Context: an optimization exercise on an open-source flow, tuned for small area. The choices shown serve that exercise and are no tape-out recipe. RTL that was checked went through simulation tests only; none was proved equivalent to the original. For run 1, only the layout was checked, not whether the RTL still works. Power is estimated from default activity; no workload was simulated.

$ cat config.mk
export PLATFORM = sky130hd
export DESIGN_NAME = hoper_core
export DESIGN_NICKNAME = hoper_core
export VERILOG_FILES = /design/flow/design.v
export SDC_FILE = /design/flow/constraint.sdc
export NUM_CORES = 4
export LEC_CHECK = 0
export CAP_MARGIN = 0
export CORE_MARGIN = 2
export CORE_UTILIZATION = 65
export CTS_CLUSTER_DIAMETER = 100
export CTS_CLUSTER_SIZE = 20
export SLEW_MARGIN = 0
$ cat constraint.sdc
create_clock -name core_clock -period 10.0 [get_ports {clk}]
set_input_delay 2.0000 -clock core_clock [delete_from_list [all_inputs] [get_ports {clk}]]
set_output_delay 2.0000 -clock core_clock [all_outputs]
set_load 0.01 [all_outputs]
$ cat design.v
module hoper_core (
    input             clk,
    input             rst,
    input             op_we,
    input      [3:0]  op_in,
    input      [7:0]  b_in,
    input      [7:0]  cmd_in,
    input      [7:0]  seq_in,
    input      [8:0]  n_in,
    input             dev_found,
    input             cfg_we,
    input      [3:0]  cfg_addr,
    input      [31:0] cfg_wdata,
    input             din_valid,
    input      [7:0]  din,
    output            din_ready,
    output            tx_valid,
    output     [7:0]  tx_data,
    output            tx_last,
    input             tx_ready,
    output            t_req,
    output     [2:0]  t_call,
    output     [31:0] t_baud,
    output            t_dtr,
    output            t_rts,
    input             t_ack,
    input             t_fault,
    input      [6:0]  t_rxcnt,
    input             ms_tick,
    output            busy,
    output            done,
    output     [2:0]  result,
    output     [3:0]  op_o,
    output     [15:0] crc_o,
    output     [7:0]  seq_o,
    output     [8:0]  pktlen_o,
    output            valid_o,
    output     [6:0]  rxcnt_o,
    output     [3:0]  nb_o,
    output            lc_valid_o,
    output     [31:0] lc_baud_o,
    output            lc_dtr_o,
    output            lc_rts_o,
    output     [6:0]  resp_o,
    output     [2:0]  nsent_o
);
    localparam [2:0] R_OK    = 3'd0,
                     R_NODEV = 3'd1,
                     R_NOCFG = 3'd3,
                     R_TFLT  = 3'd4,
                     R_LEN   = 3'd5,
                     R_ILL   = 3'd6;
    localparam [4:0]
        S_W1    = 5'b00000,    
        S_FIN   = 5'b00001,
        S_VW    = 5'b00010,
        S_BW    = 5'b00011,
        S_RW    = 5'b00100,
        S_VL    = 5'b00101,    
        S_VH    = 5'b00110,
        S_IDLE  = 5'b00111,    
        S_DS    = 5'b01000,
        S_DN    = 5'b01001,
        S_DA    = 5'b01010,
        S_SS    = 5'b01011,
        S_SET   = 5'b01100,
        S_DLY   = 5'b01101,
        S_CKV   = 5'b01111,    
        S_H0    = 5'b10000,
        S_H1    = 5'b10001,
        S_H2    = 5'b10010,
        S_H3    = 5'b10011,
        S_DO    = 5'b10100,
        S_CL    = 5'b10101,
        S_CH    = 5'b10110,
        S_DI    = 5'b10111,
        S_TX    = 5'b11000,
        S_OPEN  = 5'b11001,
        S_LINES = 5'b11010,
        S_FLUSH = 5'b11011,
        S_WRITE = 5'b11100,
        S_READ  = 5'b11101,
        S_CLOSE = 5'b11110,
        S_ADV   = 5'b11111;
    function [15:0] crc_byte;
        input [15:0] c;
        input [7:0]  b;
        integer i;
        reg [15:0] r;
        begin
            r = c ^ {8'h00, b};
            for (i = 0; i < 8; i = i + 1)
                r = r[0] ? ((r >> 1) ^ 16'h8408) : (r >> 1);
            crc_byte = r;
        end
    endfunction
    reg [4:0]  st;
    reg [3:0]  op_r;
    reg        done_r;
    reg [2:0]  result_r;
    reg [15:0] crc;
    reg [6:0]  seq;
    reg [8:0]  pktlen;
    reg        valid_r;
    reg [6:0]  rxcnt;
    reg [3:0]  nb;
    reg [31:0] tab0, tab1, tab2, tab3, tab4, tab5, tab6, tab7;
    reg        lc_valid, lc_dtr, lc_rts;
    reg [31:0] lc_baud;
    wire [6:0] resp;
    reg [2:0]  nsent;
    reg [8:0]  cnt;      
    reg [7:0]  r1;       
    reg [7:0]  r2;       
    reg [4:0]  idx;      
    reg        sph;      
    reg        fl;       
    wire idle   = (st == S_IDLE);
    wire start  = idle & op_we & (op_in != 4'd0);
    wire cfg_ok = cfg_we & idle;
    wire ack_ok = t_ack & ~t_fault;
    wire cnt_z  = (cnt == 9'd0);
    wire cnt_1  = (cnt == 9'd1);
    wire ckv_end = (cnt[8:1] == 8'd0) & (cnt[0] == op_r[2]);
    assign busy       = ~idle;
    assign done       = done_r;
    assign result     = result_r;
    assign op_o       = op_r;
    assign crc_o      = crc;
    assign seq_o      = {1'b1, seq};
    assign pktlen_o   = pktlen;
    assign valid_o    = valid_r;
    assign rxcnt_o    = rxcnt;
    assign nb_o       = nb;
    assign lc_valid_o = lc_valid;
    assign lc_baud_o  = lc_baud;
    assign lc_dtr_o   = lc_dtr;
    assign lc_rts_o   = lc_rts;
    assign resp_o     = resp;
    assign nsent_o    = nsent;
    assign din_ready = (st == S_CKV & ~ckv_end) |
                       st == S_VL | st == S_VH | st == S_DI;
    assign tx_valid = (st[4:3] == 2'b10) & (st[2:0] != 3'b111);
    assign tx_last  = (st == S_CH);
    reg  [7:0] cmdtab;
    always @(*) begin
        case (nsent)
            3'd0:    cmdtab = 8'h11;
            3'd1:    cmdtab = 8'h05;
            3'd2:    cmdtab = 8'h0A;
            default: cmdtab = 8'h07;
        endcase
    end
    reg [7:0] txb;
    always @(*) begin
        case (st[2:0])
            3'd0:    txb = 8'h7F;
            3'd1:    txb = op_r[3] ? {5'b10000, sph ? nsent : 3'd0} : r1;
            3'd2:    txb = cnt[7:0] + 8'd1;
            3'd3:    txb = op_r[3] ? (sph ? cmdtab : {3'b000, ~fl, 4'b0001}) : r2;
            3'd4:    txb = r1;
            3'd5:    txb = crc[7:0];
            3'd6:    txb = crc[15:8];
            default: txb = (st[4:3] == 2'b00) ? b_in : din;
        endcase
    end
    assign tx_data = txb;
    assign t_req  = (st[4:3] == 2'b11) & (st[2:0] != 3'd0) & (st[2:0] != 3'd7);
    assign t_call = st[2:0];
    wire [7:0] bsel = {8{~sph}} & (8'd1 << idx[4:2]);
    wire [31:0] tbaud = ({32{bsel[0]}} & tab0) | ({32{bsel[1]}} & tab1) |
                        ({32{bsel[2]}} & tab2) | ({32{bsel[3]}} & tab3) |
                        ({32{bsel[4]}} & tab4) | ({32{bsel[5]}} & tab5) |
                        ({32{bsel[6]}} & tab6) | ({32{bsel[7]}} & tab7) |
                        ({32{sph}} & lc_baud);
    assign t_baud = tbaud;
    assign t_dtr  = sph ? lc_dtr : idx[0];
    assign t_rts  = sph ? lc_rts : idx[1];
    wire tab_we = cfg_ok & ~cfg_addr[3];
    always @(posedge clk) if (rst | (tab_we & cfg_addr[2:0] == 3'd0)) tab0 <= rst ? 32'd9600   : cfg_wdata;
    always @(posedge clk) if (rst | (tab_we & cfg_addr[2:0] == 3'd1)) tab1 <= rst ? 32'd19200  : cfg_wdata;
    always @(posedge clk) if (rst | (tab_we & cfg_addr[2:0] == 3'd2)) tab2 <= rst ? 32'd38400  : cfg_wdata;
    always @(posedge clk) if (rst | (tab_we & cfg_addr[2:0] == 3'd3)) tab3 <= rst ? 32'd115200 : cfg_wdata;
    always @(posedge clk) if (rst | (tab_we & cfg_addr[2:0] == 3'd4)) tab4 <= rst ? 32'd0      : cfg_wdata;
    always @(posedge clk) if (rst | (tab_we & cfg_addr[2:0] == 3'd5)) tab5 <= rst ? 32'd0      : cfg_wdata;
    always @(posedge clk) if (rst | (tab_we & cfg_addr[2:0] == 3'd6)) tab6 <= rst ? 32'd0      : cfg_wdata;
    always @(posedge clk) if (rst | (tab_we & cfg_addr[2:0] == 3'd7)) tab7 <= rst ? 32'd0      : cfg_wdata;
    always @(posedge clk)
        if (rst)
            nb <= 4'd4;
        else if (cfg_ok && cfg_addr == 4'd8 && cfg_wdata <= 32'd8)
            nb <= cfg_wdata[3:0];
    always @(posedge clk)
        if (rst | (st == S_DA))
            lc_baud <= rst ? 32'd0 : tbaud;
    wire resp_clr = (st == S_SET) & cnt_z & sph;
    wire resp_wr  = (st == S_READ) & ack_ok & sph;
    wire resp_d   = ~rst & ~resp_clr & (t_rxcnt != 7'd0);
    reg  [6:0] resp_q;
    integer k;
    always @(posedge clk)
        for (k = 0; k < 7; k = k + 1)
            if (rst | resp_clr | (resp_wr & nsent == k))
                resp_q[k] <= resp_d;
    assign resp = resp_q;
    wire [15:0] crc_nx = crc_byte(crc, txb);
    wire        txb_eq = (din == txb);
    wire [5:0] idx_nx  = {1'b0, idx} + 6'd1;
    wire [2:0] nsent_nx = nsent + 3'd1;
    wire       rx_nz   = (t_rxcnt != 7'd0);
    always @(posedge clk) begin
        if (rst) begin
            st       <= S_IDLE;
            op_r     <= 4'd0;
            done_r   <= 1'b0;
            result_r <= R_OK;
            crc      <= 16'hFFFF;
            seq      <= 7'd0;
            pktlen   <= 9'd0;
            valid_r  <= 1'b0;
            rxcnt    <= 7'd0;
            lc_valid <= 1'b0;
            lc_dtr   <= 1'b0;
            lc_rts   <= 1'b0;
            nsent    <= 3'd0;
        end else begin
            case (st)
            S_IDLE: begin
                if (op_we) begin
                    op_r <= op_in;
                    if (op_in != 4'd0) begin
                        done_r <= 1'b0;
                        result_r <= R_OK;
                        case (op_in)
                            4'h1: begin crc <= 16'hFFFF; st <= S_W1; end
                            4'h2: begin crc <= crc_nx;   st <= S_W1; end
                            4'h3: begin crc <= 16'hFFFF; cnt <= n_in; st <= S_CKV; end
                            4'h4: begin
                                if (n_in[8] | (&n_in[7:0])) begin
                                    result_r <= R_LEN;
                                    st <= S_W1;
                                end else begin
                                    crc    <= 16'hFFFF;
                                    cnt    <= n_in;
                                    r1     <= seq_in;
                                    r2     <= cmd_in;
                                    st     <= S_BW;
                                end
                            end
                            4'h5: begin crc <= 16'hFFFF; cnt <= n_in; st <= S_VW; end
                            4'h6: begin seq <= 7'd0; st <= S_W1; end
                            4'h7: begin seq <= seq + 7'd1; st <= S_W1; end
                            4'h8: begin sph <= 1'b0; st <= S_DS; end
                            4'h9: begin sph <= 1'b1; st <= S_SS; end
                            4'hA: begin
                                sph <= 1'b0;
                                if (dev_found) begin
                                    st <= S_RW;
                                end else begin
                                    result_r <= R_NODEV;
                                    st <= S_W1;
                                end
                            end
                            default: begin result_r <= R_ILL; st <= S_W1; end
                        endcase
                    end
                end
            end
            S_W1: st <= S_FIN;
            S_FIN: begin
                done_r <= 1'b1;
                st     <= S_IDLE;
            end
            S_CKV: begin
                if (ckv_end)
                    st <= op_r[2] ? S_VL : S_FIN;
                else if (din_valid) begin
                    crc <= crc_nx;
                    cnt <= cnt - 9'd1;
                end
            end
            S_VW: begin
                if (cnt[8:1] == 8'd0) begin
                    valid_r <= 1'b0;
                    st      <= S_FIN;
                end else begin
                    cnt <= cnt - 9'd1;
                    st  <= S_CKV;
                end
            end
            S_VL: begin
                if (din_valid) begin
                    valid_r <= txb_eq;
                    st      <= S_VH;
                end
            end
            S_VH: begin
                if (din_valid) begin
                    valid_r <= valid_r & txb_eq;
                    st      <= S_FIN;
                end
            end
            S_BW: st <= S_H0;
            S_H0, S_H1: begin
                if (tx_ready) begin
                    crc <= crc_nx;
                    st  <= st + 5'd1;
                end
            end
            S_H2: begin
                if (tx_ready) begin
                    crc    <= crc_nx;
                    pktlen <= {1'b0, txb} + 9'd5;
                    st     <= S_H3;
                end
            end
            S_H3: begin
                if (tx_ready) begin
                    crc <= crc_nx;
                    st  <= cnt_z ? S_CL : S_DI;
                end
            end
            S_DI: begin
                if (din_valid) begin
                    r1  <= din;
                    crc <= crc_nx;
                    st  <= S_DO;
                end
            end
            S_DO: begin
                if (tx_ready) begin
                    cnt <= cnt - 9'd1;
                    st  <= cnt_1 ? S_CL : S_DI;
                end
            end
            S_CL: if (tx_ready) st <= S_CH;
            S_CH: if (tx_ready) st <= op_r[3] ? S_WRITE : S_FIN;
            S_RW: st <= S_DS;
            S_DS: begin
                lc_valid <= 1'b0;
                idx      <= 5'd0;
                if (nb == 4'd0) begin
                    result_r <= R_NOCFG;
                    st       <= S_FIN;
                end else
                    st <= S_OPEN;
            end
            S_DN: begin
                if (idx_nx[5:2] < nb) begin
                    idx <= idx_nx[4:0];
                    st  <= S_OPEN;
                end else begin
                    result_r <= R_NOCFG;
                    st       <= S_FIN;
                end
            end
            S_DA: begin
                lc_dtr   <= idx[0];
                lc_rts   <= idx[1];
                lc_valid <= 1'b1;
                if (op_r[1]) begin
                    sph <= 1'b1;
                    st  <= S_SS;
                end else
                    st <= S_FIN;
            end
            S_SS: begin
                if (!lc_valid) begin
                    result_r <= R_NOCFG;
                    st       <= S_FIN;
                end else
                    st <= S_OPEN;
            end
            S_SET: begin
                if (cnt_z) begin
                    if (sph) begin
                        seq   <= 7'd0;
                        nsent <= 3'd0;
                        st    <= S_TX;
                    end else
                        st <= S_FLUSH;
                end else if (ms_tick)
                    cnt <= cnt - 9'd1;
            end
            S_DLY: begin
                if (cnt_z)
                    st <= S_READ;
                else if (ms_tick)
                    cnt <= cnt - 9'd1;
            end
            S_TX: begin
                crc    <= 16'hFFFF;
                st     <= S_H0;
            end
            S_ADV: begin
                nsent <= nsent_nx;
                seq   <= seq + 7'd1;
                if (nsent_nx == 3'd7 || (nsent_nx == 3'd4 && !resp[3]))
                    st <= S_CLOSE;
                else
                    st <= S_TX;
            end
            S_OPEN: begin
                if (t_ack) begin
                    fl <= 1'b0;
                    if (t_fault) begin
                        if (sph) result_r <= R_TFLT;
                        st <= sph ? S_FIN : S_DN;
                    end else
                        st <= S_LINES;
                end
            end
            S_LINES: begin
                if (t_ack) begin
                    if (t_fault) begin
                        if (sph) result_r <= R_TFLT;
                        st <= S_CLOSE;
                    end else begin
                        cnt <= 9'd500;
                        st  <= S_SET;
                    end
                end
            end
            S_FLUSH: begin
                if (t_ack) begin
                    if (t_fault) begin
                        fl <= 1'b0;
                        st <= S_CLOSE;
                    end else begin
                        crc    <= 16'hFFFF;
                        st     <= S_H0;
                    end
                end
            end
            S_WRITE: begin
                if (t_ack) begin
                    if (t_fault) begin
                        if (sph) result_r <= R_TFLT;
                        fl <= 1'b0;
                        st <= S_CLOSE;
                    end else if (sph) begin
                        cnt <= 9'd500;
                        st  <= S_DLY;
                    end else
                        st <= S_READ;
                end
            end
            S_READ: begin
                if (t_ack) begin
                    if (t_fault) begin
                        if (sph) result_r <= R_TFLT;
                        fl <= 1'b0;
                        st <= S_CLOSE;
                    end else begin
                        rxcnt <= t_rxcnt;
                        if (sph) begin
                            st <= S_ADV;
                        end else begin
                            fl <= ~fl | rx_nz;
                            st <= (fl | rx_nz) ? S_CLOSE : S_FLUSH;
                        end
                    end
                end
            end
            S_CLOSE: begin
                if (t_ack)
                    st <= sph ? S_FIN : (fl ? S_DA : S_DN);
            end
            default: st <= S_IDLE;
            endcase
        end
    end
endmodule
$ cat flow/run.sh
#!/bin/bash
# Own layout flow: the standard synthesis; an area re-mapping of its
# combinational logic with several ABC scripts, keeping the smallest result
# (registers untouched); then the standard layout with the smallest buffer on
# the ports.
set -euo pipefail
W=$(pwd)
R=$W/orfs/results/$FLOW_PLATFORM/hoper_core/base
LIB=$FLOW_HOME/platforms/$FLOW_PLATFORM/lib/sky130_fd_sc_hd__tt_025C_1v80.lib

bash standard.sh synth > $W/log_synth.txt 2>&1
cp $R/1_2_yosys.v $W/std_1_2_yosys.v

remap() {
  local s=$1 n
  n=$(basename $s .abc)
  REMAP_LIB=$LIB REMAP_IN=$W/std_1_2_yosys.v REMAP_OUT=$W/$n.v REMAP_ABC=$s \
    timeout 900 yosys -c $W/flow/remap.tcl > $W/log_$n.txt 2>&1 || rm -f $W/$n.v.after.txt
}
for s in $W/flow/remap*.abc; do remap $s & done
wait

best=""; best_area=""
for s in $W/flow/remap*.abc; do
  n=$(basename $s .abc)
  [[ -f $W/$n.v.after.txt ]] || continue
  a=$(grep 'Chip area' $W/$n.v.after.txt | awk '{print $NF}')
  echo "$n $a" >> $W/remap_areas.txt
  if [[ -z "$best" ]] || awk -v a=$a -v b=$best_area 'BEGIN{exit !(a<b)}'; then
    best=$n; best_area=$a
  fi
done
echo "chosen $best $best_area" >> $W/remap_areas.txt
cp $W/$best.v $R/1_2_yosys.v
touch $R/1_2_yosys.v

export BUFFER_PORTS_ARGS="-buffer_cell sky130_fd_sc_hd__buf_1"
bash standard.sh finish > $W/log_finish.txt 2>&1
$ cat flow/remap.tcl
# Re-map the combinational logic of the standard synthesis netlist for area.
# Flip-flops (and tie cells) are kept as they are: same instances, names and cells.
yosys -import
set lib $::env(REMAP_LIB)
read_liberty -ignore_miss_func $lib
read_verilog $::env(REMAP_IN)
hierarchy -top $::env(FLOW_TOP)
blackbox sky130_fd_sc_hd__*df* sky130_fd_sc_hd__conb_1
flatten -noscopeinfo
yosys rename -hide w:*.*
opt_clean -purge
tee -o $::env(REMAP_OUT).before.txt stat -liberty $lib
abc -script $::env(REMAP_ABC) -liberty $lib -dont_use sky130_fd_sc_hd__lpflow_* -dont_use sky130_fd_sc_hd__probe*
opt_clean -purge
hilomap -singleton -hicell sky130_fd_sc_hd__conb_1 HI -locell sky130_fd_sc_hd__conb_1 LO
insbuf -buf sky130_fd_sc_hd__buf_1 A X
splitnets
opt_clean -purge
check
tee -o $::env(REMAP_OUT).after.txt stat -liberty $lib
write_verilog -noattr -nohex -nodec $::env(REMAP_OUT)
$ cat flow/remap1.abc
&get -n
&st
&dch
&nf -R 1000
&put
$ cat flow/remap2.abc
&get -n
&st
&dch
&nf -R 1000
&put
&get -n
&st
&dch
&nf -R 1000
&put
$ cat flow/remap4.abc
&get -n
&st
&dc2
&dch -f
&nf -R 1000 -a
&put
$ cat flow/remap_ds0.abc
&get -n
&st
&deepsyn -T 60 -S 0
&dch
&nf -R 1000
&put
$ cat flow/remap_ds1.abc
&get -n
&st
&deepsyn -T 60 -S 1
&dch
&nf -R 1000
&put
$ cat flow/remap_ds2.abc
&get -n
&st
&deepsyn -T 60 -S 2
&dch
&nf -R 1000
&put
$ cat standard.sh
#!/bin/bash
# synth_recipe.tcl (not shown) runs the flow's synth.tcl, then flattens the netlist and writes it again
# the make line also repeats each setting of config.mk as NAME=value (left out here)
make -C /OpenROAD-flow-scripts/flow DESIGN_CONFIG=/design/flow/config.mk WORK_HOME=/design/flow/orfs CLKGATE_MAP_FILE= SYNTH_SCRIPT=/design/flow/synth_recipe.tcl "${@:-finish}"
==> summary.txt, run 1 <==
Global route
  • Largest net degree at the start of global routing: 71
  • First-pass GRT wire length: 70.1 mm
  • Initial antenna violation count: 0
  • Total track usage: 35.2%
  • Number of global-route vias before repair: 12300
  • Grt ovf: 0

Critical path
  • Reg2Reg Setup Slack: 4830 ps
  • Crit path launch type: flop
  • Worst path max stage delay: 800 ps
  • Worst path cell trace: and2_0, nand2_1, nor2_1, clkinv_1, o22ai_1, nor3_1, a21oi_1, buf_4, clkinv_1, buf_1
  • Crit path top cell by count: clkinv_1
  • R2R Path End: crc[0]
  • Worst Path Required: 8000 ps
  • Crit path max fanout: 25
  • Reg2Reg Depth: 12
  • Endpoint class of the critical path: primary output
  • Critical Path AT: 4680 ps
  • Critical path class: flop to primary output
  • RR Startpoint: st[2]
  • Slowest stage cell on the critical path: dfxtp_1

Cells and area
  • Finished layout cell area: 0.0185 mm2
  • Fill cells: 1577
  • # nets final: 1615
  • Antenna Diode Count: 0
  • Share of cells above drive strength 1: 4.37%
  • Layout area overhead: 13.9%
  • Non-filler instance count after layout: 1858

Timing
  • Slew HR: 28.1%
  • Final setup TNS: 0 ps
  • Max-slew violation count: 0
  • Max Clock Skew: 43.6 ps
  • Final Hold Vio Count: 0
  • Hold WS: 462 ps
  • Crit path time final: 6680 ps
  • Worst Tran Pin Value: 1060 ps
  • Final period util: 66.8%
  • RSZ-0062 raised after global routing: false
  • Max frequency: 0.150 GHz
  • # setup viols final: 0

Clock network
  • Worst-path clk slew: 90 ps
  • Post-CTS Setup Bufs: 0
  • CTS tree: done
  • Total CTS buffers: 23
  • CTS resizes: 0
  • CTS H-tree depth: 1
  • Maximum clock path buffer count: 3
  • Hold_buf cts: 0
  • Clock Sinks: 390
  • Root buf cell: clkbuf_16
  • Worst skew pair latency: 560 ps

Power
  • Switching share of power: 33.4%
  • Power Internal: 2.71 mW
  • Pwr Density: 220 mW/mm2
  • Logic gate share of total power: 26.2%
  • Clock power share: 23.2%
  • Total power: 4.07 mW
  • Psw: 1.36 mW
  • Leakage: 6.07 nW
  • Max VDD drop: 238 uV
  • Reg power frac: 50.5%

Die
  • Starting Density: 66.5%
  • Ports: 246
  • Cell Rows: 57
  • Die Ht: 162 um
  • Total Die Area: 0.0263 mm2
  • Die X: 162 um
  • Core area: 0.0245 mm2

Place
  • DP HPWL: 30.8 mm
  • Number of port buffers: 244
  • Area after DPL: 0.0179 mm2
  • Gpl congestion: 1.00
  • Dpl cells: 1816

Routing
  • Via count: 12900
  • Post-route ant nets: 0
  • Final wirelength: 47.5 mm
  • DR vias/cell: 6.94
  • DRC viols: 0
  • Drt initial violations: 2192
  • Pre-antenna DRT Iters: 7
  • Wire per inst: 25.6 um

Flow run
  • Max-cap violations: 0

Hold path
  • Hold-critical path endpoint: pktlen[2]
  • Hold Crit Depth: 2
  • Min-Delay Path Class: flop to flop
  • Hold Startpoint: pktlen[2]

Logic synthesis
  • Syn_area_per_cell: 13.3 um2
  • Post-Synthesis Net Count: 1324
  • Cell count after synthesis: 1226
  • Ys Warns: 1
  • Post-Syn Area: 0.0163 mm2

Outcome
  • Status: timing/DRC/antenna clean
==> power groups by stage <==
stage | Sequential, mW | Combinational [mW] | Clock, mW
floorplan | 2.06 | 0.663 | 0
global placement | 2.08 | 1.03 | 0
detailed placement | 2.09 | 1.03 | 0
CTS | 2.05 | 1.04 | 0.943
global route | 2.07 | 1.15 | 0.997
finish | 2.06 | 1.07 | 0.945
==> per-layer routing <==
| layer | vias to the layer above | global-route usage (%) | routed length (um) |
|---|---|---|---|
| li1 | 5594 | - | - |
| met1 | 6189 | 44.6 | 16600 |
| met2 | 957 | 60.2 | 23500 |
| met3 | 149 | 6.84 | 5400 |
| met4 | 0 | 14.2 | 2010 |
| met5 | - | 0 | 0 |
==> layout make-up <==
cell class | instances | area [um2] | area share, %
repair buffers | 272 | 1130 | 6.10
well taps | 324 | 405 | 2.19
inverters | 22 | 82.6 | 0.446
clock inverters | 2 | 20.0 | 0.108
multi-input cells | 808 | 5170 | 27.9
clock buffers | 40 | 639 | 3.45
flip-flops and latches | 390 | 11100 | 59.8
==> worst max-delay path by stage <==
| stage | from | end | slack (ps) |
|---|---|---|---|
| 6_report | st[2] | tx_data[3] | 3320 |
| 5_1_grt | st[2] | tx_data[3] | 3170 |
| 4_1_cts | st[2] | tx_data[3] | 3500 |
| 3_5_place_dp | st[2] | tx_data[3] | 4130 |
| 3_3_place_gp | st[2] | tx_data[3] | 4220 |
| 2_1_floorplan | sph | t_baud[14] | 4100 |
==> registers in the layout, summed over array words and instances (netlist names), 9 cells and up <==
register,count
crc,16
lc_baud,32
tab5,32
tab6,32
tab3,32
pktlen,9
tab4,32
tab2,32
tab1,32
cnt,9
tab7,32
tab0,32
==> layout by cell type (no fill, tap or decap), types with 28 or more instances in the layout <==
cell,count
edfxtp_1,327
nor2b_1,67
buf_1,243
buf_4,28
nand2_1,83
nand3_1,57
a222oi_1,83
dfxtp_1,63
a21oi_1,50
a31oi_1,43
o21ai_0,46
nor2_1,86
==> critical path: cells and delay by family, from the launching register on <==
kind	cells	cell delay, ps
buffers and inverters	4	1130
AO/OA/AOI/OAI	2	520
AND/OR/NAND/NOR	4	1650
flip-flops	1	800
==> stage by stage <==
stage / utilization, % / setup slack [ps]
finish: 75.7 / 3320
global route: 75.7 / 3170
CTS: 75.7 / 3500
detailed placement: 73.0 / 4130
global placement: 73.0 / 4220
floorplan: - / 4100
==> run 2, diff against run 1 <==
--- a/design.v
+++ b/design.v
@@ -110,11 +110,10 @@
     wire [6:0] resp;
     reg [2:0]  nsent;
     reg [8:0]  cnt;      
-    reg [7:0]  r1;       
-    reg [7:0]  r2;       
     reg [4:0]  idx;      
     reg        sph;      
     reg        fl;       
+    wire [7:0] bb = {idx, fl, sph, result_r[0]};
     wire idle   = (st == S_IDLE);
     wire start  = idle & op_we & (op_in != 4'd0);
     wire cfg_ok = cfg_we & idle;
@@ -155,10 +154,10 @@
     always @(*) begin
         case (st[2:0])
             3'd0:    txb = 8'h7F;
-            3'd1:    txb = op_r[3] ? {5'b10000, sph ? nsent : 3'd0} : r1;
+            3'd1:    txb = op_r[3] ? {5'b10000, sph ? nsent : 3'd0} : bb;
             3'd2:    txb = cnt[7:0] + 8'd1;
-            3'd3:    txb = op_r[3] ? (sph ? cmdtab : {3'b000, ~fl, 4'b0001}) : r2;
-            3'd4:    txb = r1;
+            3'd3:    txb = op_r[3] ? (sph ? cmdtab : {3'b000, ~fl, 4'b0001}) : pktlen[7:0];
+            3'd4:    txb = bb;
             3'd5:    txb = crc[7:0];
             3'd6:    txb = crc[15:8];
             default: txb = (st[4:3] == 2'b00) ? b_in : din;
@@ -242,8 +241,9 @@
                                 end else begin
                                     crc    <= 16'hFFFF;
                                     cnt    <= n_in;
-                                    r1     <= seq_in;
-                                    r2     <= cmd_in;
+                                    {idx, fl, sph} <= seq_in[7:1];
+                                    result_r <= {2'b00, seq_in[0]};
+                                    pktlen <= {1'b0, cmd_in};    
                                     st     <= S_BW;
                                 end
                             end
@@ -309,20 +309,20 @@
             end
             S_H2: begin
                 if (tx_ready) begin
-                    crc    <= crc_nx;
-                    pktlen <= {1'b0, txb} + 9'd5;
-                    st     <= S_H3;
+                    crc <= crc_nx;
+                    st  <= S_H3;
                 end
             end
             S_H3: begin
                 if (tx_ready) begin
-                    crc <= crc_nx;
+                    crc    <= crc_nx;
+                    pktlen <= {1'b0, cnt[7:0]} + 9'd6;
                     st  <= cnt_z ? S_CL : S_DI;
                 end
             end
             S_DI: begin
                 if (din_valid) begin
-                    r1  <= din;
+                    {idx, fl, sph, result_r[0]} <= din;
                     crc <= crc_nx;
                     st  <= S_DO;
                 end
@@ -334,7 +334,13 @@
                 end
             end
             S_CL: if (tx_ready) st <= S_CH;
-            S_CH: if (tx_ready) st <= op_r[3] ? S_WRITE : S_FIN;
+            S_CH: begin
+                if (tx_ready) begin
+                    if (!op_r[3])
+                        result_r <= R_OK;
+                    st <= op_r[3] ? S_WRITE : S_FIN;
+                end
+            end
             S_RW: st <= S_DS;
             S_DS: begin
                 lc_valid <= 1'b0;
--- a/config.mk
+++ b/config.mk
@@ -7,7 +7,7 @@
 export LEC_CHECK = 0
 export CAP_MARGIN = 0
 export CORE_MARGIN = 2
-export CORE_UTILIZATION = 65
+export CORE_UTILIZATION = 70
 export CTS_CLUSTER_DIAMETER = 100
 export CTS_CLUSTER_SIZE = 20
 export SLEW_MARGIN = 0
==> run 2 against run 1 <==
Against the previous run: count of clock-buffer cells in the layout down 12; design area down 2.7%; sequential share of layout area down 1.0 points; global-route usage up 6.1 points; sequential power down 2%; combinational power up about 30%; utilization up 4.7 points; clock power down 5.8%; hold slack worse by 9.3 ps.
==> summary.txt, run 2 <==
Outcome
  • Status: timing/DRC/antenna clean

Critical path
  • Worst path max stage delay: 820 ps (+20 ps)
  • Critical Path Start: st[0]
  • Worst path cell trace: buf_4, nand2b_1, nor2_1, o21ai_0, o211ai_1, o21ai_0, nor2_1, buf_1
  • Slowest stage cell on the critical path: nor2_1
  • Critical Path End: tx_data[5]
  • Worst Path Required: 8000 ps (about the same)
  • Critical Path AT: 3260 ps (-1420 ps)
  • Reg2Reg Setup Slack: 5510 ps (+680 ps)
  • Reg2Reg Depth: 15 (+3)
  • Endpoint class of the critical path: primary output
  • RR Startpoint: st[2]
  • Crit path max fanout: 23 (-8.0%)
  • Crit path launch type: flop
  • Critical path class: flop to primary output
  • R2R Path End: crc[3]

Global route
  • Initial antenna violation count: 4 (+4)
  • Grt ovf: 0 (unchanged)
  • Largest net degree at the start of global routing: 64 (-9.9%)
  • First-pass GRT wire length: 74.6 mm (+6.5%)
  • Number of global-route vias before repair: 13300 (+7.7%)
  • Total track usage: 41.3% (+6.1 points)

Clock network
  • Total CTS buffers: 22 (-4.3%)
  • Root buf cell: clkbuf_16
  • Clock Sinks: 374 (-4.1%)
  • CTS H-tree depth: 1 (unchanged)
  • Worst-path clk slew: 100 ps (about the same)
  • Worst skew pair latency: 560 ps (about the same)
  • Hold_buf cts: 0 (unchanged)
  • Maximum clock path buffer count: 3 (unchanged)
  • CTS tree: done
  • CTS resizes: 0 (unchanged)
  • Post-CTS Setup Bufs: 0 (unchanged)

Power
  • Switching share of power: 36.4% (+2.9 points)
  • Power Internal: 2.74 mW (+1.1%)
  • Total power: 4.30 mW (+5.8%)
  • Reg power frac: 47.0% (-3.5 points)
  • Psw: 1.56 mW (+15%)
  • Max VDD drop: 281 uV (+18%)
  • Clock power share: 20.7% (-2.5 points)
  • Pwr Density: 239 mW/mm2 (+8.6%)
  • Leakage: 5.97 nW (-1.8%)
  • Logic gate share of total power: 32.4% (+6.2 points)

Timing
  • Worst Tran Pin Value: 1160 ps (+93.5 ps)
  • Max frequency: 0.190 GHz (+27%)
  • Final Hold Vio Count: 0 (unchanged)
  • Final period util: 52.6% (-14 points)
  • Crit path time final: 5260 ps (-1420 ps)
  • Max-slew violation count: 0 (unchanged)
  • Max Clock Skew: 24.3 ps (-19.4 ps)
  • Slew HR: 21.8% (-6.3 points)
  • Final setup TNS: 0 ps (unchanged)
  • # setup viols final: 0 (unchanged)
  • RSZ-0062 raised after global routing: false

Routing
  • Met2 WL: 24.1 mm (+2.5%)
  • DR vias/cell: 7.36 (+6.1%)
  • DR WL met3: 7.17 mm (+33%)
  • Final wirelength: 49.9 mm (+5.1%)
  • Pre-antenna DRT Iters: 9 (+2)
  • Wl on met1: 16.1 mm (-3.0%)
  • DRC viols: 0 (unchanged)
  • Post-route ant nets: 0 (unchanged)
  • Top Metal Used: met5
  • Wire per inst: 27.5 um (+7.6%)
  • Drt initial violations: 2325 (+6.1%)
  • Via count: 13400 (+3.6%)

Die
  • Ports: 246 (unchanged)
  • Starting Density: 70.6% (+4.2 points)
  • Cell Rows: 55 (-3.5%)
  • Die Ht: 154 um (-4.7%)
  • Core area: 0.0224 mm2 (-8.3%)
  • Total Die Area: 0.0239 mm2 (-9.3%)
  • Die X: 154 um (-4.7%)

Cells and area
  • Finished layout cell area: 0.0180 mm2 (-2.7%)
  • Layout area overhead: 13.8%
  • Leading cell type in the layout, fill and taps excluded: edfxtp_1
  • Fill cells: 1313 (-17%)
  • Commonest cells after routing, fill and taps aside: edfxtp_1 (311), buf_1 (243), nor2_1 (101)
  • # nets final: 1618 (+0.19%)
  • Share of cells above drive strength 1: 4.59% (+0.22 points)

Place
  • Area after DPL: 0.0174 mm2 (-2.5%)
  • DP HPWL: 33.0 mm (+7.3%)
  • Gpl congestion: 0.974 (-3.1%)
  • Number of port buffers: 244 (unchanged)

Hold path
  • Min-Delay Path Class: flop to flop

Logic synthesis
  • Syn_area_per_cell: 12.9 um2 (-2.7%)
  • Cell count after synthesis: 1228 (+0.16%)
  • Ys Warns: 1 (unchanged)
  • Post-Synthesis Net Count: 1326 (+0.15%)
  • Post-Syn Area: 0.0158 mm2 (-2.5%)

Flow run
  • Max-cap violations: 0 (unchanged)
-- run 2: power by group through the flow --
stage               Clock [mW]  Sequential [mW]  Combinational, mW
floorplan                    0             2.05              0.814
global placement             0             2.04               1.32
detailed placement           0             2.05               1.34
CTS                      0.881             2.01               1.35
global route             0.927             2.03               1.48
finish                   0.890             2.02               1.39
-- run 2: routing by layer --
layer / vias to the layer above / GRT usage (%)
li1: 5598 / -
met1: 6252 / 50.7
met2: 1296 / 68.6
met3: 207 / 9.78
met4: 2 / 22.1
met5: - / 0
-- run 2: critical path, delay by kind of cell, from the launching register on --
kind / cells / cell delay [ps]
flip-flops: 1 / 310
AND/OR/NAND/NOR: 3 / 1390
AO/OA/AOI/OAI: 3 / 600
buffers and inverters: 2 / 400
-- run 2: stage by stage --
step	std cells	utilization (%)	hold slack (ps)	worst slack (ps)
floorplan	1228	-	463	3990
global placement	1781	77.7	434	4910
detailed placement	1781	77.7	437	4860
CTS	1811	80.4	450	4870
global route	1812	80.4	483	4720
finish	1814	80.4	452	4740
-- run 2: cell type report --
type | count | area (um2) | area share [%]
flip-flops and latches | 374 | 10600 | 58.8
inverters | 19 | 71.3 | 0.395
repair buffers | 275 | 1150 | 6.39
clock buffers | 28 | 573 | 3.18
multi-input cells | 828 | 5250 | 29.1
clock inverters | 2 | 25.0 | 0.139
well taps | 285 | 357 | 1.98
diodes | 3 | 7.51 | 0.0416
-- run 2: worst min path at each step --
| stage | startpoint | to | slack (ps) | cells after the start |
|---|---|---|---|---|
| after floorplan | result_r[1] | result_r[1] | 460 | 2 |
| after global placement | result_r[1] | result_r[1] | 430 | 2 |
| after detailed placement | result_r[1] | result_r[1] | 440 | 2 |
| after CTS | result_r[1] | result_r[1] | 450 | 2 |
| after global routing | result_r[1] | result_r[1] | 480 | 2 |
| final | result_r[1] | result_r[1] | 450 | 2 |
==> run 3, diff against run 2 <==
--- a/design.v
+++ b/design.v
@@ -166,24 +166,34 @@
     assign tx_data = txb;
     assign t_req  = (st[4:3] == 2'b11) & (st[2:0] != 3'd0) & (st[2:0] != 3'd7);
     assign t_call = st[2:0];
-    wire [7:0] bsel = {8{~sph}} & (8'd1 << idx[4:2]);
+    reg  [7:0] tv;
+    wire [7:0] bdec = {8{~sph}} & (8'd1 << idx[4:2]);
+    wire [7:0] bsel = bdec & tv;
+    wire [7:0] bdef = bdec & ~tv;
     wire [31:0] tbaud = ({32{bsel[0]}} & tab0) | ({32{bsel[1]}} & tab1) |
                         ({32{bsel[2]}} & tab2) | ({32{bsel[3]}} & tab3) |
                         ({32{bsel[4]}} & tab4) | ({32{bsel[5]}} & tab5) |
                         ({32{bsel[6]}} & tab6) | ({32{bsel[7]}} & tab7) |
-                        ({32{sph}} & lc_baud);
+                        ({32{sph}} & lc_baud) |
+                        ({32{bdef[0]}} & 32'd9600)  | ({32{bdef[1]}} & 32'd19200) |
+                        ({32{bdef[2]}} & 32'd38400) | ({32{bdef[3]}} & 32'd115200);
     assign t_baud = tbaud;
     assign t_dtr  = sph ? lc_dtr : idx[0];
     assign t_rts  = sph ? lc_rts : idx[1];
     wire tab_we = cfg_ok & ~cfg_addr[3];
-    always @(posedge clk) if (rst | (tab_we & cfg_addr[2:0] == 3'd0)) tab0 <= rst ? 32'd9600   : cfg_wdata;
-    always @(posedge clk) if (rst | (tab_we & cfg_addr[2:0] == 3'd1)) tab1 <= rst ? 32'd19200  : cfg_wdata;
-    always @(posedge clk) if (rst | (tab_we & cfg_addr[2:0] == 3'd2)) tab2 <= rst ? 32'd38400  : cfg_wdata;
-    always @(posedge clk) if (rst | (tab_we & cfg_addr[2:0] == 3'd3)) tab3 <= rst ? 32'd115200 : cfg_wdata;
-    always @(posedge clk) if (rst | (tab_we & cfg_addr[2:0] == 3'd4)) tab4 <= rst ? 32'd0      : cfg_wdata;
-    always @(posedge clk) if (rst | (tab_we & cfg_addr[2:0] == 3'd5)) tab5 <= rst ? 32'd0      : cfg_wdata;
-    always @(posedge clk) if (rst | (tab_we & cfg_addr[2:0] == 3'd6)) tab6 <= rst ? 32'd0      : cfg_wdata;
-    always @(posedge clk) if (rst | (tab_we & cfg_addr[2:0] == 3'd7)) tab7 <= rst ? 32'd0      : cfg_wdata;
+    always @(posedge clk) if (tab_we & cfg_addr[2:0] == 3'd0) tab0 <= cfg_wdata;
+    always @(posedge clk) if (tab_we & cfg_addr[2:0] == 3'd1) tab1 <= cfg_wdata;
+    always @(posedge clk) if (tab_we & cfg_addr[2:0] == 3'd2) tab2 <= cfg_wdata;
+    always @(posedge clk) if (tab_we & cfg_addr[2:0] == 3'd3) tab3 <= cfg_wdata;
+    always @(posedge clk) if (tab_we & cfg_addr[2:0] == 3'd4) tab4 <= cfg_wdata;
+    always @(posedge clk) if (tab_we & cfg_addr[2:0] == 3'd5) tab5 <= cfg_wdata;
+    always @(posedge clk) if (tab_we & cfg_addr[2:0] == 3'd6) tab6 <= cfg_wdata;
+    always @(posedge clk) if (tab_we & cfg_addr[2:0] == 3'd7) tab7 <= cfg_wdata;
+    always @(posedge clk)
+        if (rst)
+            tv <= 8'd0;
+        else if (tab_we)
+            tv <= tv | (8'd1 << cfg_addr[2:0]);
     always @(posedge clk)
         if (rst)
             nb <= 4'd4;
--- a/flow/run.sh
+++ b/flow/run.sh
@@ -35,4 +35,6 @@
 touch $R/1_2_yosys.v
 
 export BUFFER_PORTS_ARGS="-buffer_cell sky130_fd_sc_hd__buf_1"
+# the standard clock tree settings with config.mk's clustering, without dummy loads
+export CTS_ARGS="-sink_clustering_enable -repair_clock_nets -sink_clustering_size 15 -sink_clustering_max_diameter 60 -dont_use_dummy_load -buf_list sky130_fd_sc_hd__clkbuf_8"
 bash standard.sh finish > $W/log_finish.txt 2>&1
==> flow/remap_ds1a.abc (new file) <==
&get -n
&st
&deepsyn -T 60 -S 1
&dch -f
&nf -R 2000 -a
&put
==> flow/remap_ds1l.abc (new file) <==
&get -n
&st
&deepsyn -T 150 -S 1
&dch
&nf -R 1000
&put
--- a/config.mk
+++ b/config.mk
@@ -8,6 +8,7 @@
 export CAP_MARGIN = 0
 export CORE_MARGIN = 2
 export CORE_UTILIZATION = 70
-export CTS_CLUSTER_DIAMETER = 100
-export CTS_CLUSTER_SIZE = 20
+export CTS_BUF_LIST = sky130_fd_sc_hd__clkbuf_8
+export CTS_CLUSTER_DIAMETER = 60
+export CTS_CLUSTER_SIZE = 15
 export SLEW_MARGIN = 0
==> run 3 against run 2 <==
Against the previous run: still clean on timing, DRC and antenna; count of clock-buffer cells in the layout increased by 3; non-clock buffer count decreased by 5; utilization increased by 0.19 points.
==> summary.txt, run 3 <==
Power
  • Logic gate share of total power: 28.3% (-4.1 points)
  • Pwr Density: 213 mW/mm2 (-11%)
  • Total power: 3.76 mW (-13%)
  • Max VDD drop: 175 uV (-38%)
  • Clock power share: 19.9% (-0.8 points)
  • Leakage: 5.58 nW (-6.5%)
  • Psw: 1.30 mW (-17%)
  • Reg power frac: 51.8% (+4.8 points)
  • Switching share of power: 34.6% (-1.7 points)
  • Power Internal: 2.46 mW (-10%)

Critical path
  • WP depth: 7 (-1)
  • R2R Path End: tab4[7]
  • Family with the most delay on the worst path: simple AND/OR/NAND/NOR gates
  • Worst Path Required: 8000 ps (about the same)
  • Reg2Reg Depth: 9 (-6)
  • Crit path top cell by count: nor2_1
  • Crit path launch type: flop
  • Worst path cell trace: and2_0, nand2_1, nor2_1, clkinv_1, o21ai_0, nor2_1, buf_1
  • Critical Path AT: 3960 ps (+700 ps)
  • Reg2Reg Setup Slack: 4570 ps (-940 ps)
  • Endpoint class of the critical path: primary output
  • Crit path buffers/inverters: 2 (unchanged)
  • RR Startpoint: st[1]
  • Critical path class: flop to primary output
  • Slowest stage cell on the critical path: dfxtp_1
  • Worst path max stage delay: 880 ps (+60 ps)
  • Crit path max fanout: 25 (+8.7%)

Place
  • Gpl congestion: 0.984 (+1.0%)
  • DP HPWL: 31.9 mm (-3.3%)
  • Number of port buffers: 244 (unchanged)

Routing
  • Via count: 13000 (-2.5%)
  • DR WL met3: 6.57 mm (-8.3%)
  • Wire per inst: 27.7 um (+0.75%)
  • Top Metal Used: met4
  • Wl on met1: 16.4 mm (+2.0%)
  • DR vias/cell: 7.39 (+0.43%)
  • Drt initial violations: 2631 (+13%)
  • Final wirelength: 48.8 mm (-2.2%)
  • DRC viols: 0 (unchanged)
  • Met2 WL: 23.7 mm (-1.6%)
  • Post-route ant nets: 0 (unchanged)
  • Pre-antenna DRT Iters: 8 (-1)

Clock network
  • Worst-path clk slew: 90 ps (about the same)
  • CTS H-tree depth: 1 (unchanged)
  • Worst skew pair latency: 660 ps (+100 ps)
  • Hold_buf cts: 0 (unchanged)
  • Clock Sinks: 382 (+2.1%)
  • Root buf cell: clkbuf_8
  • CTS resizes: 0 (unchanged)
  • CTS tree: done
  • Total CTS buffers: 31 (+41%)
  • Post-CTS Setup Bufs: 0 (unchanged)
  • Maximum clock path buffer count: 3 (unchanged)

Global route
  • Total track usage: 40.4% (-0.92 points)
  • Initial antenna violation count: 0 (-4)
  • First-pass GRT wire length: 72.9 mm (-2.4%)
  • Number of global-route vias before repair: 12500 (-6.2%)
  • Grt ovf: 0 (unchanged)
  • Largest net degree at the start of global routing: 62 (-3.1%)

Timing
  • RSZ-0062 raised after global routing: false
  • Max frequency: 0.168 GHz (-12%)
  • Final Hold Vio Count: 0 (unchanged)
  • Crit path time final: 5960 ps (+698 ps)
  • Max-slew violation count: 0 (unchanged)
  • Final setup TNS: 0 ps (unchanged)
  • Slew HR: 12.5% (-9.4 points)
  • Final period util: 59.6% (+7.0 points)
  • Max Clock Skew: 82.7 ps (+58.4 ps)
  • # setup viols final: 0 (unchanged)
  • Worst Tran Pin Value: 1310 ps (+152 ps)

Flow run
  • Max-cap violations: 0 (unchanged)

Outcome
  • Status: timing/DRC/antenna clean

Hold path
  • Min-Delay Path Class: flop to flop
  • Hold-critical path endpoint: result_r[2]
  • Hold Startpoint: result_r[2]
  • Hold Crit Depth: 2 (unchanged)

Die
  • Total Die Area: 0.0236 mm2 (-0.94%)
  • Die Ht: 154 um (-0.47%)
  • Die X: 154 um (-0.47%)
  • Ports: 246 (unchanged)
  • Core area: 0.0219 mm2 (-2.4%)
  • Cell Rows: 54 (-1.8%)
  • Starting Density: 71.7% (+1.1 points)

Cells and area
  • # nets final: 1581 (-2.3%)
  • Share of cells above drive strength 1: 4.79% (+0.21 points)
  • Leading cell type in the layout, fill and taps excluded: edfxtp_1
  • Layout area overhead: 12.4%
  • Antenna Diode Count: 0 (-3)
  • Commonest cells after routing, fill and taps aside: edfxtp_1 (311), buf_1 (243), nor2_1 (99)

Logic synthesis
  • Ys Warns: 1 (unchanged)
  • Post-Synthesis Net Count: 1284 (-3.2%)
  • Syn_area_per_cell: 13.2 um2 (+2.5%)
  • Post-Syn Area: 0.0157 mm2 (-0.96%)
  • Cell count after synthesis: 1186 (-3.4%)
run 3: cell types whose count changed in the layout (fill, tap and decap cells not counted), moves of 15 or more:
cell / before / now
clkbuf_8: 0 / 31
clkbuf_16: 22 / 0
a222oi_1: 90 / 73
nor2b_1: 68 / 24
nand2_1: 90 / 75
a22oi_1: 12 / 31
run 3: per-layer routing:
| layer | global-route usage, % | up-vias |
|---|---|---|
| met5 | 0 | - |
| met1 | 53.2 | 6131 |
| met3 | 7.10 | 200 |
| met4 | 18.6 | 0 |
| met2 | 66.4 | 1257 |
| li1 | - | 5433 |
run 3: through the flow:
stage / setup slack, ps / utilization [%] / instance area, um2 / instances / hold WS (ps)
6_report: 4040 / 80.6 / 17600 / 1761 / 472
2_1_floorplan: 4310 / - / 15700 / 1186 / 433
4_1_cts: 4180 / 80.6 / 17600 / 1761 / 475
3_3_place_gp: 4900 / 78.6 / 17200 / 1730 / 444
3_5_place_dp: 4800 / 78.6 / 17200 / 1730 / 461
5_1_grt: 3870 / 80.6 / 17600 / 1761 / 505
run 3: worst max-delay path by stage:
| stage | slack, ps | to | startpoint |
|---|---|---|---|
| after floorplan | 4310 | t_baud[12] | sph |
| after global placement | 4900 | tx_data[2] | st[1] |
| after detailed placement | 4800 | tx_data[2] | st[1] |
| after CTS | 4180 | tx_data[2] | st[1] |
| after global routing | 3870 | tx_data[2] | st[1] |
| final | 4040 | tx_data[2] | st[1] |
run 3: final cells by class:
class	instances	area [um2]
clock buffer	31	427
fill	1253	4250
inverter	16	60.1
multi-input combinational	782	4930
sequential	382	10800
tap	280	350
timing repair buffer	270	1110
run 3: worst min-delay path, stage by stage (launching register included):
cell and delay, ps:
dfxtp_1 320, nand2_1 50, a21oi_1 60
run 3: power groups by stage:
stage                     Clock, mW  Combinational [mW]  Sequential [mW]
after global routing          0.788                1.14             1.95
after CTS                     0.744                1.03             1.94
after floorplan                   0               0.648             1.96
after global placement            0                1.01             1.97
after detailed placement          0                1.02             1.97
final                         0.748                1.06             1.95
==> run 4, diff against run 3 <==
--- a/flow/run.sh
+++ b/flow/run.sh
@@ -35,6 +35,7 @@
 touch $R/1_2_yosys.v
 
 export BUFFER_PORTS_ARGS="-buffer_cell sky130_fd_sc_hd__buf_1"
-# the standard clock tree settings with config.mk's clustering, without dummy loads
-export CTS_ARGS="-sink_clustering_enable -repair_clock_nets -sink_clustering_size 15 -sink_clustering_max_diameter 60 -dont_use_dummy_load -buf_list sky130_fd_sc_hd__clkbuf_8"
+# the standard clock tree settings with small clusters of clkbuf_4 leaves
+# under a clkbuf_16 tree, without dummy loads
+export CTS_ARGS="-sink_clustering_enable -repair_clock_nets -sink_clustering_size 8 -sink_clustering_max_diameter 40 -dont_use_dummy_load -buf_list sky130_fd_sc_hd__clkbuf_4 -root_buf sky130_fd_sc_hd__clkbuf_16 -tree_buf sky130_fd_sc_hd__clkbuf_16"
 bash standard.sh finish > $W/log_finish.txt 2>&1
--- a/config.mk
+++ b/config.mk
@@ -8,7 +8,7 @@
 export CAP_MARGIN = 0
 export CORE_MARGIN = 2
 export CORE_UTILIZATION = 70
-export CTS_BUF_LIST = sky130_fd_sc_hd__clkbuf_8
-export CTS_CLUSTER_DIAMETER = 60
-export CTS_CLUSTER_SIZE = 15
+export CTS_BUF_LIST = sky130_fd_sc_hd__clkbuf_4 sky130_fd_sc_hd__clkbuf_16
+export CTS_CLUSTER_DIAMETER = 40
+export CTS_CLUSTER_SIZE = 8
 export SLEW_MARGIN = 0
==> run 4 against run 3 <==
Against the previous run: synthesized cell count up 1.5%; largest power group unchanged; combinational power is 6% higher; sequential share of layout area down 0.68 points; die area grew 0.47%; hold slack gained 10 ps; via count up 4.2%; global-route usage up 3.7 points.
==> summary.txt, run 4 <==
Clock network
  • CTS H-tree depth: 2 (+1)
  • Post-CTS Setup Bufs: 0 (unchanged)
  • Worst-path clk slew: 80 ps (about the same)
  • CTS tree: done
  • CTS resizes: 0 (unchanged)
  • Maximum clock path buffer count: 3 (unchanged)
  • Worst skew pair latency: 560 ps (-100 ps)
  • Hold_buf cts: 0 (unchanged)
  • Clock Sinks: 382 (unchanged)
  • Root buf cell: clkbuf_16
  • Total CTS buffers: 56 (+81%)

Place
  • Gpl congestion: 1.04 (+5.8%)
  • DP HPWL: 34.2 mm (+7.1%)
  • Number of port buffers: 244 (unchanged)
  • Dpl cells: 1754 (+1.4%)

Cells and area
  • Leading cell type in the layout, fill and taps excluded: edfxtp_1
  • Antenna Diode Count: 0 (unchanged)
  • Share of cells above drive strength 1: 6.80% (+2.0 points)
  • # nets final: 1630 (+3.1%)
  • Non-filler instance count after layout: 1810 (+2.8%)
  • Layout area overhead: 13.1%
  • Commonest cells after routing, fill and taps aside: edfxtp_1 (311), buf_1 (243), nor2_1 (103)
  • Fill cells: 1198 (-4.4%)

Die
  • Cell Rows: 54 (unchanged)
  • Die Ht: 154 um (+0.23%)
  • Starting Density: 71.8% (+0.13 points)
  • Total Die Area: 0.0237 mm2 (+0.47%)
  • Ports: 246 (unchanged)
  • Core area: 0.0220 mm2 (+0.31%)
  • Die X: 154 um (+0.23%)

Timing
  • Slew HR: 10.5% (-1.9 points)
  • # setup viols final: 0 (unchanged)
  • Final setup TNS: 0 ps (unchanged)
  • Max-slew violation count: 0 (unchanged)
  • RSZ-0062 raised after global routing: false
  • Crit path time final: 5720 ps (-238 ps)
  • Final Hold Vio Count: 0 (unchanged)
  • Final period util: 57.2% (-2.4 points)
  • Worst Tran Pin Value: 1330 ps (+18.1 ps)
  • Max Clock Skew: 83.4 ps (+0.732 ps)
  • Max frequency: 0.175 GHz (+4.2%)

Flow run
  • Max-cap violations: 0 (unchanged)

Routing
  • Pre-antenna DRT Iters: 9 (+1)
  • DR vias/cell: 7.49 (+1.4%)
  • Via count: 13600 (+4.2%)
  • Wire per inst: 29.2 um (+5.4%)
  • Drt initial violations: 2437 (-7.4%)
  • Final wirelength: 52.9 mm (+8.3%)
  • Post-route ant nets: 0 (unchanged)
  • DRC viols: 0 (unchanged)

Global route
  • Initial antenna violation count: 0 (unchanged)
  • Grt ovf: 0 (unchanged)
  • Largest net degree at the start of global routing: 50 (-19%)
  • Number of global-route vias before repair: 13200 (+5.5%)
  • First-pass GRT wire length: 78.0 mm (+7.0%)
  • Total track usage: 44.1% (+3.7 points)

Logic synthesis
  • Post-Syn Area: 0.0158 mm2 (+0.49%)
  • Syn_area_per_cell: 13.1 um2 (-1.0%)
  • Post-Synthesis Net Count: 1302 (+1.4%)
  • Ys Warns: 1 (unchanged)
  • Cell count after synthesis: 1204 (+1.5%)

Critical path
  • Critical path class: flop to primary output
  • Crit path launch type: flop
  • Crit path max fanout: 11 (-56%)
  • Worst Path Required: 8000 ps (about the same)
  • Endpoint class of the critical path: primary output
  • Critical Path AT: 3720 ps (-240 ps)

Power
  • Pwr Density: 218 mW/mm2 (+2.3%)
  • Max VDD drop: 155 uV (-12%)
  • Leakage: 5.72 nW (+2.5%)
  • Total power: 3.89 mW (+3.5%)

Outcome
  • Status: timing/DRC/antenna clean

Hold path
  • Min-Delay Path Class: flop to flop
run 4: changes by cell type in the layout (fill, tap and decap cells not counted), sizes merged, moves of 6 or more:
cell / before / now
a211oi: 3 / 10
a21oi: 64 / 56
a31oi: 30 / 16
and2: 10 / 40
and3: 10 / 17
buf: 269 / 275
clkbuf: 32 / 57
clkinv: 16 / 27
nor2b: 24 / 12
nor3: 31 / 38
run 4: path summary, 6_finish.rpt:
path / slack (ps) / depth (start not counted) / to / start
hold reg to reg: 480 / 1 / rxcnt[0] / rxcnt[0]
setup / recovery: 4280 / 8 / tx_data[0] / st[0]
hold / removal: 480 / 1 / rxcnt[0] / rxcnt[0]
setup reg to reg: 5430 / 12 / crc[10] / st[0]
run 4: power by group:
| group | internal [mW] | switching, mW | total (mW) |
|---|---|---|---|
| clock | 0.328 | 0.514 | 0.842 |
| combinational | 0.356 | 0.761 | 1.12 |
| sequential | 1.82 | 0.109 | 1.93 |
run 4: layout make-up:
class	instances	area, um2	area share, %
Inverter	27	101	0.568
Multi-Input combinational cell	789	4960	27.8
Tap cell	280	350	1.96
Sequential cell	382	10800	60.3
Clock buffer	56	508	2.85
Timing Repair Buffer	276	1160	6.49
run 4: worst max-delay path, stage by stage (launching register included):
cell and delay (ps):
dfxtp_1 470, and2_0 710, nand2_1 270, nor3_1 250
buf_4 250, clkinv_1 500, o21ai_0 500, nor2_1 140
buf_1 160
run 4: through the flow:
stage | utilization [%] | setup WS, ps | cell area (um2) | hold slack (ps)
4_1_cts | 81.2 | 4550 | 17800 | 482
6_report | 81.2 | 4280 | 17800 | 482
2_1_floorplan | - | 4430 | 15800 | 432
3_5_place_dp | 78.9 | 5120 | 17300 | 454
5_1_grt | 81.2 | 4160 | 17800 | 497
3_3_place_gp | 78.9 | 5070 | 17300 | 442
run 4: routing by layer:
| metal | part of all wire, % | GRT usage, % | wire length, um |
|---|---|---|---|
| met1 | 34 | 61.1 | 17700 |
| met2 | 45 | 65.9 | 23600 |
| met3 | 17 | 12.4 | 9070 |
| met4 | 4.7 | 19.8 | 2500 |
| met5 | 0 | 0 | 0 |
==> run 5, diff against run 4 <==
--- a/flow/run.sh
+++ b/flow/run.sh
@@ -17,7 +17,13 @@
   REMAP_LIB=$LIB REMAP_IN=$W/std_1_2_yosys.v REMAP_OUT=$W/$n.v REMAP_ABC=$s \
     timeout 900 yosys -c $W/flow/remap.tcl > $W/log_$n.txt 2>&1 || rm -f $W/$n.v.after.txt
 }
-for s in $W/flow/remap*.abc; do remap $s & done
+# two waves of four, so that each run gets a CPU of its own
+n=0
+for s in $W/flow/remap*.abc; do
+  remap $s &
+  n=$((n + 1))
+  if (( n % 4 == 0 )); then wait; fi
+done
 wait
 
 best=""; best_area=""
==> flow/remap5.abc (new file) <==
&get -n
&st
&dch
&nf -R 1000 -p -C 32 -F 8
&put
==> flow/remap_dsp0.abc (new file) <==
&get -n
&st
&deepsyn -T 60 -S 0
&dch
&nf -R 1000 -p -C 32 -F 8
&put
==> flow/remap_dsp1.abc (new file) <==
&get -n
&st
&deepsyn -T 60 -S 1
&dch
&nf -R 1000 -p -C 32 -F 8
&put
==> flow/remap_dsp2.abc (new file) <==
&get -n
&st
&deepsyn -T 60 -S 2
&dch
&nf -R 1000 -p -C 32 -F 8
&put
==> flow/remap_dsp3.abc (new file) <==
&get -n
&st
&deepsyn -T 60 -S 3
&dch
&nf -R 1000 -p -C 32 -F 8
&put
removed: flow/remap_ds1l.abc
==> run 5 against run 4 <==
Against the previous run: still clean on timing, DRC and antenna; sequential share of layout area increased by 0.14 points; setup slack got worse by 300 ps; cell count about the same; fmax decreased by 4.9%; register-to-register slack got worse by 380 ps.
==> summary.txt, run 5 <==
Outcome
  • Status: timing/DRC/antenna clean

Power
  • Leakage: 5.64 nW (-1.4%)
  • Pwr Density: 217 mW/mm2 (-0.62%)
  • Max VDD drop: 240 uV (+55%)

Timing
  • Max Clock Skew: 79.3 ps (-4.08 ps)
  • Setup ws final: 3980 ps (-295 ps)
  • Final setup TNS: 0 ps (unchanged)
  • Crit path time final: 6020 ps (+295 ps)
  • Max-slew violation count: 0 (unchanged)
  • Max frequency: 0.166 GHz (-4.9%)
  • Final Hold Vio Count: 0 (unchanged)
  • # setup viols final: 0 (unchanged)
  • Slew HR: 11.5% (+0.96 points)
  • RSZ-0062 raised after global routing: false
  • Worst Tran Pin Value: 1320 ps (-3.58 ps)
  • Final period util: 60.2% (+3.0 points)

Clock network
  • Root buf cell: clkbuf_16
  • Post-CTS Setup Bufs: 0 (unchanged)
  • Clock Sinks: 382 (unchanged)
  • CTS tree: done
  • Total CTS buffers: 56 (unchanged)
  • Worst skew pair latency: 540 ps (-20 ps)
  • CTS H-tree depth: 2 (unchanged)
  • Maximum clock path buffer count: 3 (unchanged)
  • Worst-path clk slew: 80 ps (about the same)
  • Hold_buf cts: 0 (unchanged)
  • CTS resizes: 0 (unchanged)

Routing
  • Drt initial violations: 2492 (+2.3%)
  • Pre-antenna DRT Iters: 9 (unchanged)
  • Wire per inst: 27.3 um (-6.5%)
  • Final wirelength: 49.4 mm (-6.6%)
  • Post-route ant nets: 0 (unchanged)
  • Via count: 13200 (-3.0%)
  • DRC viols: 0 (unchanged)
  • DR vias/cell: 7.27 (-3.0%)

Global route
  • Total track usage: 41.0% (-3.0 points)
  • Met1 Track Usage GR: 57.2% (-3.9 points)
  • Met2 usage: 62.7% (-3.2 points)
  • Routing usage on met3: 9.61% (-2.8 points)
  • First-pass GRT wire length: 73.4 mm (-5.9%)
  • Initial antenna violation count: 1 (+1)
  • Number of global-route vias before repair: 12700 (-3.3%)
  • Largest net degree at the start of global routing: 54 (+8.0%)
  • GR peak layer: met2
  • Grt ovf: 0 (unchanged)

Cells and area
  • Commonest cells after routing, fill and taps aside: edfxtp_1 (311), buf_1 (243), nor2_1 (108)
  • Share of cells above drive strength 1: 6.41% (-0.39 points)
  • Fill cells: 1230 (+2.7%)
  • Layout area overhead: 12.9%
  • # nets final: 1629 (-0.061%)
  • Antenna Diode Count: 0 (unchanged)
  • Leading cell type in the layout, fill and taps excluded: edfxtp_1

Die
  • Cell Rows: 54 (unchanged)
  • Die X: 154 um (about the same)
  • Die Ht: 154 um (about the same)
  • Total Die Area: 0.0237 mm2 (about the same)
  • Core area: 0.0220 mm2 (unchanged)
  • Starting Density: 71.8% (about the same)
  • Ports: 246 (unchanged)

Logic synthesis
  • Syn_area_per_cell: 13.0 um2 (-0.48%)
  • Cell count after synthesis: 1209 (+0.42%)
  • Post-Synthesis Net Count: 1307 (+0.38%)
  • Post-Syn Area: 0.0158 mm2 (about the same)
  • Ys Warns: 1 (unchanged)

Place
  • DP HPWL: 32.3 mm (-5.4%)
  • Gpl congestion: 1.02 (-2.2%)
  • Pre-CTS setup slack: 4670 ps (-442 ps)
  • Number of port buffers: 244 (unchanged)

Critical path
  • Reg2Reg Setup Slack: 5050 ps (-380 ps)
  • Crit path launch type: flop
  • Endpoint class of the critical path: primary output
  • Critical path class: flop to primary output
  • Worst Path Required: 8000 ps (about the same)
  • Reg2Reg Depth: 7 (-5)
  • Critical Path AT: 4020 ps (+300 ps)
  • Crit path max fanout: 22 (+11)

Hold path
  • Min-Delay Path Class: flop to flop
  • Hold Crit Depth: 2 (+1)

Flow run
  • Max-cap violations: 0 (unchanged)
-- run 5: changes by cell type in the layout (fill, tap and decap cells not counted), sizes merged, moves of 6 or more --
cell / delta
buf: -6
nor2b: +13
nand4: +7
a22oi: +7
a222oi: -11
and3: -6
a211oi: -6
and2: -31
nand2b: +6
nor2: +6
-- run 5: metrics by stage --
stage	util [%]	power [mW]	instances	cell area (um2)	hold slack [ps]
global route	81.1	3.99	1809	17800	493
finish	81.1	3.85	1809	17800	460
global placement	78.7	3.02	1753	17300	440
CTS	81.1	3.81	1809	17800	463
detailed placement	78.7	3.02	1753	17300	455
floorplan	-	2.61	1209	15800	440
-- run 5: final timing paths --
check | startpoint | end
setup / recovery | st[0] | tx_data[0]
hold / removal | done_r | done_r
setup reg to reg | st[0] | tab1[15]
hold reg to reg | done_r | done_r
-- run 5: worst max-delay path, cell delays in order (launching register included) --
cell      delay (ps)
dfxtp_1          840
and2_0           540
nand2_1          260
nor2_1           490
clkinv_1         600
o21ai_0          490
nor2_1           150
buf_1            160
-- run 5: power breakdown --
| group | switching [mW] | internal [mW] |
|---|---|---|
| Sequential | 0.145 | 1.82 |
| Combinational | 0.720 | 0.354 |
| Clock | 0.488 | 0.327 |
-- run 5: cell type report --
type	instances	area, um2	area share (%)
flip-flops and latches	382	10800	60.5
multi-input cells	796	4970	27.9
repair buffers	270	1110	6.25
clock buffers	56	508	2.85
well taps	280	350	1.97
inverters	25	93.8	0.527
-- run 5: metal layers --
layer	up-vias	part of all wire [%]
li1	5534	-
met1	6172	35
met2	1259	46
met3	184	15
met4	2	4.0
met5	-	0.026

what the ideal ports hide:
How much do the figures lean on ideal ports? The routed layouts below were timed once more, with nothing changed but the port constraints.
Step 1: set_driving_cell puts a clkbuf_16 on clk and a buf_2 on each other input, an assumption about the parent block.
Step 2 adds t to the input delays and takes it off the output delays; t is the mean of the earliest and latest rising clock arrival at the registers after step 1. Input paths then give back, and output paths get back, about the clock's delay inside the block.
Slacks: ideal ports / drivers / drivers and shift; pairs: ideal ports / drivers.
run | shift t [ns] | setup slack, ns | pins driven straight from the clock port
run 1 | 0.577 | 3.316 / 3.273 / 3.850 | 1
run 2 | 0.599 | 4.739 / 4.687 / 4.840 | 1
run 3 | 0.655 | 4.041 / 3.995 / 4.572 | 1
run 4 | 0.566 | 4.279 / 4.227 / 4.793 | 1
run 5 | 0.549 | 3.984 / 3.933 / 4.483 | 1
After both steps every run listed still meets setup and hold.
